What follows belongs to an exercise in optimizing a design on an open flow for small area; a production flow would make more cautious choices.
Where RTL was checked, it was by simulation tests only, not by an equivalence proof against the original.
Power is estimated from default activity; no workload was simulated.

Design ircore_tx, start of the top module:
module ircore_tx (
    input  wire        clk,
    input  wire        rst,             
    input  wire        enq_valid,       
    input  wire        enq_rc6,         
    input  wire [2:0]  enq_mode,        
    input  wire [7:0]  enq_a,           
    input  wire [7:0]  enq_b,           
    output wire        enq_ready,       
    output wire        tx,              
    output wire        tx_idle          
);
Size in the first run: roughly 380 cells after synthesis, ~210 flip-flops, roughly 26 I/O pins.
export LEC_CHECK = 0
export CAP_MARGIN = 20
export CORE_MARGIN = 2
export CORE_UTILIZATION = 40
export CTS_BUF_LIST = sky130_fd_sc_hd__clkbuf_16
export CTS_CLUSTER_DIAMETER = 100
export CTS_CLUSTER_SIZE = 40
export SLEW_MARGIN = 20
create_clock -name core_clock -period 10.0 [get_ports {clk}]
run.sh (not shown) runs the stock make flow with config.mk's settings and CLKGATE_MAP_FILE= SYNTH_SCRIPT=/design/flow/synth_recipe.tcl, a recipe that flattens the netlist after the stock synthesis.
Change:
- CTS_BUF_LIST: sky130_fd_sc_hd__clkbuf_16 -> sky130_fd_sc_hd__clkbuf_8
- CTS_CLUSTER_DIAMETER: 100 -> 60
- CTS_CLUSTER_SIZE: 40 -> 20
Clock skew increases by 8.7 ps.
Die area is unchanged.
Global-route usage increases by 0.21 points.
Synthesized area is unchanged.
Via count increases by 1.1%.
Design area is about the same.
Critical path depth stays the same.
Sequential share of layout area hardly moves.
Total power decreases by 1.1%.
No run of this note included a check of the RTL's function; only the layout flow was run.


run A:
ircore_tx, a different RTL version from the one above (not shown whole).
Size: about 26 I/O pins, about 6800 um^2 of cells after synthesis.
clock: 10.0 ns
lec_check: 0
cap_margin: 20
core_margin: 2
core_utilization: 40
cts_buf_list: sky130_fd_sc_hd__clkbuf_8
cts_cluster_diameter: 60
cts_cluster_size: 20
slew_margin: 20
standard.sh (not shown) runs the stock make flow with config.mk's settings and CLKGATE_MAP_FILE= SYNTH_SCRIPT=/design/flow/synth_recipe.tcl, a recipe that flattens the netlist after the stock synthesis.
==> flow/flow/run.sh <==
#!/bin/bash
# The standard layout (standard.sh) with three changes: an area-oriented ABC
# script for the combinational logic (the flip-flops are mapped before ABC, as
# in the standard synthesis), smaller port buffers, and a clock tree built
# without dummy balancing loads.
set -euo pipefail
rm -rf scripts_area
cp -r "$FLOW_HOME/scripts" scripts_area
printf 'strash\ndch -f\nmap -a\nmfs2\nstrash\ndch -f\nmap -a\ntopo\ndnsize -c\n' > scripts_area/abc_speed.script
export SCRIPTS_DIR="$PWD/scripts_area"
export BUFFER_PORTS_ARGS="-buffer_cell sky130_fd_sc_hd__buf_1"
export CTS_ARGS="-sink_clustering_enable -repair_clock_nets -buf_list sky130_fd_sc_hd__clkbuf_8 -root_buf sky130_fd_sc_hd__clkbuf_4 -sink_clustering_size 20 -sink_clustering_max_diameter 60 -dont_use_dummy_load"
bash standard.sh > standard.log 2>&1
Run A reached the final stage; the timing, DRC and antenna checks on its layout passed.
For run B, these inputs were changed with respect to run A:
==> flow/flow/run.sh <==
#!/bin/bash
# The standard layout (standard.sh), with smaller port buffers and a clock
# tree built without dummy balancing loads.
set -euo pipefail
export BUFFER_PORTS_ARGS="-buffer_cell sky130_fd_sc_hd__buf_1"
export CTS_ARGS="-sink_clustering_enable -repair_clock_nets -buf_list sky130_fd_sc_hd__clkbuf_8 -root_buf sky130_fd_sc_hd__clkbuf_4 -sink_clustering_size 24 -sink_clustering_max_diameter 40 -dont_use_dummy_load"
bash standard.sh > standard.log 2>&1
==> comparison <==
Going from run A to run B, arrival time of data at the critical path endpoint shrank by 1.82 ns; post-route fraction of the period consumed by the critical path shrank by 18 points; count of port buffers added during placement held steady; detailed-route wire length shrank by 5.8%; pre-CTS setup slack grew by 1.82 ns.
Compared with run A, run B shows a higher global routing usage on met3.
The final reports for run B and run A show met2 global-route usage lower in the former.
Synthesized area per cell: run B vs run A up 2.7 um^2
--- input diff run B..run C ---
# run B
export LEC_CHECK = 0
export CAP_MARGIN = 20
export CORE_MARGIN = 2
export CORE_UTILIZATION = 40
export CTS_BUF_LIST = sky130_fd_sc_hd__clkbuf_8
export CTS_CLUSTER_DIAMETER = 60
export CTS_CLUSTER_SIZE = 20
export SLEW_MARGIN = 20
create_clock -name core_clock -period 10.0 [get_ports {clk}]
# run C
export LEC_CHECK = 0
export CAP_MARGIN = 20
export CORE_MARGIN = 2
export CORE_UTILIZATION = 60
export SLEW_MARGIN = 20
create_clock -name core_clock -period 10.0 [get_ports {clk}]
==> flow/flow/run.sh <==
#!/bin/bash
# The standard layout (standard.sh), with smaller port buffers and a clock
# tree built without dummy balancing loads.
set -euo pipefail
export BUFFER_PORTS_ARGS="-buffer_cell sky130_fd_sc_hd__buf_1"
export CTS_ARGS="-sink_clustering_enable -repair_clock_nets -buf_list sky130_fd_sc_hd__clkbuf_8 -root_buf sky130_fd_sc_hd__clkbuf_4 -sink_clustering_size 20 -sink_clustering_max_diameter 60 -dont_use_dummy_load"
bash standard.sh > standard.log 2>&1
==> comparison <==
Compared with run B, run C shows a higher global-route usage. In run C, the internal power consumption came out about 7% below the value in run B. Compared with run B, in run C data arrival at the endpoint of the critical path held steady; worst-case hold slack decreased 0.0063 ns. In run C the clock power turned out 23% lower than in run B. [compare] base=run B new=run C: placement-stage cell area decreased by 1.4% relative to the old numbers; final total power lost 7.2%; switching power summed over all nets went down 9.4%; combinational share of power essentially unchanged; layout-stage area growth over the synthesis result dropped 3.3 points. Against run B, final area in run C fell by a few percent.
Here is what was changed in the inputs of run D compared with run C.
# run C
export LEC_CHECK = 0
export CAP_MARGIN = 20
export CORE_MARGIN = 2
export CORE_UTILIZATION = 60
export SLEW_MARGIN = 20
create_clock -name core_clock -period 10.0 [get_ports {clk}]
# run D
export LEC_CHECK = 0
export CAP_MARGIN = 20
export CORE_MARGIN = 2
export CORE_UTILIZATION = 40
export CTS_BUF_LIST = sky130_fd_sc_hd__clkbuf_8
export CTS_CLUSTER_DIAMETER = 60
export CTS_CLUSTER_SIZE = 20
export SLEW_MARGIN = 20
create_clock -name core_clock -period 10.0 [get_ports {clk}]
diff --git a/flow/flow/run.sh b/flow/flow/run.sh
--- a/flow/flow/run.sh
+++ b/flow/flow/run.sh
@@ -1,5 +1,11 @@
 #!/bin/bash
-# The standard layout (standard.sh), with smaller port buffers and a clock
-# tree built without dummy balancing loads.
+# The standard layout (standard.sh) with three changes: an area-oriented ABC
+# script for the combinational logic (the flip-flops are mapped before ABC, as
+# in the standard synthesis), smaller port buffers, and a clock tree built
+# without dummy balancing loads.
 set -euo pipefail
+rm -rf scripts_area
+cp -r "$FLOW_HOME/scripts" scripts_area
+printf 'strash\ndch -f\nmap\nmfs2\nstrash\ndch -f\nmap\ntopo\ndnsize -c\n' > scripts_area/abc_speed.script
+export SCRIPTS_DIR="$PWD/scripts_area"
 export BUFFER_PORTS_ARGS="-buffer_cell sky130_fd_sc_hd__buf_1"
Every stage of the flow completed for run D, and the final layout passed the timing, DRC and antenna checks. Between run C and run D, the fraction of the mapped netlist area in adder cells figures differ only marginally. Looking only at post-route total power, and setting everything else aside, the higher value of run C and run D goes to run D. On area fraction in compound gates after synthesis: between run C and run D, it ends up lower for run C. The core utilization in run D sits 22 points below the value recorded for run C. Looking at power share of the clock group, run D sits above run C.


The RTL this note starts from:
==> flow/design.v <==
module ircore_tx (
    input  wire        clk,
    input  wire        rst,             
    input  wire        enq_valid,       
    input  wire        enq_rc6,         
    input  wire [2:0]  enq_mode,        
    input  wire [7:0]  enq_a,           
    input  wire [7:0]  enq_b,           
    output wire        enq_ready,       
    output wire        tx,              
    output wire        tx_idle          
);
    reg  [19:0] q [0:8];
    wire [8:0]  v;              
    wire [8:0]  fr;             
    wire [8:0]  ld;             
    wire [8:0]  kp;             
    wire        pop;            
    genvar gi;
    generate
        for (gi = 0; gi < 9; gi = gi + 1) begin : g_v
            assign v[gi] = q[gi][19] | q[gi][16];
        end
    endgenerate
    assign fr[8] = ~v[8] | pop;
    assign kp[8] = ~pop & ~rst;
    generate
        for (gi = 0; gi < 8; gi = gi + 1) begin : g_fr
            assign fr[gi] = ~v[gi] | fr[gi + 1];
            assign kp[gi] = ~fr[gi + 1] & ~rst;
        end
    endgenerate
    assign ld = fr & {9{~rst}};
    assign enq_ready = fr[0];
    assign tx_idle   = ~|v;
    wire [19:0] in = {enq_rc6, enq_mode[2:1], ~enq_rc6 | enq_mode[0], enq_a, enq_b};
    always @(posedge clk) begin
        q[0] <= ({20{ld[0] & enq_valid}} & in) | ({20{kp[0]}} & q[0]);
    end
    generate
        for (gi = 1; gi < 9; gi = gi + 1) begin : g_q
            always @(posedge clk) begin
                q[gi] <= ({20{ld[gi]}} & q[gi - 1]) | ({20{kp[gi]}} & q[gi]);
            end
        end
    endgenerate
    wire [19:0] hd  = q[8];
    wire        rc6 = hd[19];
    reg        act;             
    reg [5:0]  n;               
    reg [1:0]  c;               
    reg [10:0] pre;             
    reg        tg;              
    wire tick = (pre == {5'b00001, rc6, 5'b00110});
    wire [7:0] src = n[4] ? hd[7:0] : hd[15:8];
    wire       sb  = src[~n[2:0]];
    wire [3:0] mt  = {tg, hd[16], hd[17], hd[18]};
    wire       b   = rc6 ? ((n[4:3] == 2'b00) ? (n[2] ? mt[n[1:0]] : 1'b1) : sb)
                         : sb ^ n[3];
    wire       w2  = (n[4:3] == 2'b00) & (n[2] | (n[1] ^ n[0]));
    wire lvl = rc6 ? ((n[4:0] == 5'd1) | (~(n[4] & n[3]) & (b ^ (w2 ? c[1] : c[0]))))
                   : (n[5] ? ~(n[2] & n[1]) : (c == 2'd0));
    wire cl   = rc6 ? w2 : (n[5] | b);
    wire send = c[0] & (c[1] == cl);
    wire fend = rc6 ? ((n[4:0] == 5'd26) & c[0]) : n[5] & ~n[4];
    assign pop = act & tick & fend;
    assign tx  = act & lvl;
    always @(posedge clk) begin
        pre <= (~act | tick) ? 11'b01011011001 : {pre[9:0], pre[10] ^ pre[1]};
        if (~act) begin
            n <= rc6 ? 6'd1 : 6'd58;
            c <= 2'd0;
        end else if (tick) begin
            if (send) begin
                n <= n + 6'd1;
                c <= 2'd0;
            end else begin
                c <= c + 2'd1;
            end
        end
    end
    always @(posedge clk) begin
        if (rst) begin
            act <= 1'b0;
            tg  <= 1'b0;
        end else begin
            if (~act) act <= v[8];
            else if (pop) begin
                act <= 1'b0;
                if (rc6) tg <= ~tg;
            end
        end
    end
endmodule
==> flow/config.mk <==
export PLATFORM = sky130hd
export DESIGN_NAME = ircore_tx
export DESIGN_NICKNAME = ircore_tx
export VERILOG_FILES = /design/flow/design.v
export SDC_FILE = /design/flow/constraint.sdc
export NUM_CORES = 4
export LEC_CHECK = 0
export CAP_MARGIN = 20
export CORE_MARGIN = 2
export CORE_UTILIZATION = 40
export CTS_BUF_LIST = sky130_fd_sc_hd__clkbuf_8
export CTS_CLUSTER_DIAMETER = 60
export CTS_CLUSTER_SIZE = 20
export SLEW_MARGIN = 20
==> flow/constraint.sdc <==
create_clock -name core_clock -period 10.0 [get_ports {clk}]
set_input_delay 2.0000 -clock core_clock [delete_from_list [all_inputs] [get_ports {clk}]]
set_output_delay 2.0000 -clock core_clock [all_outputs]
set_load 0.01 [all_outputs]
==> flow/flow/run.sh <==
#!/bin/bash
# The standard layout (standard.sh), with smaller port buffers and a clock
# tree built without dummy balancing loads.
set -euo pipefail
export BUFFER_PORTS_ARGS="-buffer_cell sky130_fd_sc_hd__buf_1"
export CTS_ARGS="-sink_clustering_enable -repair_clock_nets -buf_list sky130_fd_sc_hd__clkbuf_8 -root_buf sky130_fd_sc_hd__clkbuf_4 -sink_clustering_size 21 -sink_clustering_max_diameter 60 -dont_use_dummy_load"
bash standard.sh > standard.log 2>&1
The first run completed with no timing, DRC or antenna violations.
Rerun with:
CAP_MARGIN = 0   (was 20)
CTS_BUF_LIST = not set   (was sky130_fd_sc_hd__clkbuf_8)
CTS_CLUSTER_DIAMETER = not set   (was 60)
CTS_CLUSTER_SIZE = not set   (was 20)
SLEW_MARGIN = 0   (was 20)
- The new run went through all stages and came out clean
- combinational power is lower by about 6%
- clock power is lower by about 5%
- worst setup slack is better by 0.041 ns
- non-clock buffer count is lower by 4
- first-iteration DRC count is higher by 0.76%
- global-route usage is lower by 0.25 points

[afterwards: timing with drivers on the ports]
No port has a modelled driver above. Below, the same layouts with a new extraction and two added sets of constraints.
Step 1 assumes that a clkbuf_16 drives the clock port and a buf_2 every other input.
Step 2 adds t to the input delays and takes it off the output delays; t is the mean of the earliest and latest rising clock arrival at the registers after step 1. Input paths then give back, and output paths get back, about the clock's delay inside the block.
Slacks: ideal ports / drivers / drivers and shift; pairs: ideal ports / drivers.
run | t, ns | slack for setup (ns) | clock arrival spread, ns | worst slew at a driven data input, ns
the first run of note 1 | 0.491 | 4.241 / 4.201 / 4.693 | 0.011 / 0.011 | 0.03
the second run of note 1 | 0.506 | 4.219 / 4.184 / 4.690 | 0.018 / 0.018 | 0.03
run A | 0.557 | 0.942 / 0.920 / 0.920 | 0.055 / 0.054 | 0.04
run B | 0.616 | 2.759 / 2.729 / 2.729 | 0.125 / 0.125 | 0.04
run C | 0.555 | 2.767 / 2.747 / 2.747 | 0.036 / 0.036 | 0.03
run D | 0.551 | 3.170 / 3.136 / 3.136 | 0.068 / 0.068 | 0.04
the first run of note 3 | 0.594 | 4.980 / 4.945 / 5.539 | 0.068 / 0.068 | 0.05
the second run of note 3 | 0.572 | 5.021 / 4.987 / 5.559 | 0.077 / 0.077 | 0.05
After both steps setup and hold are still met in every run listed. For run D, which loses most, drivers alone change the setup slack by -0.034 ns; drivers and shift together by -0.034 ns.
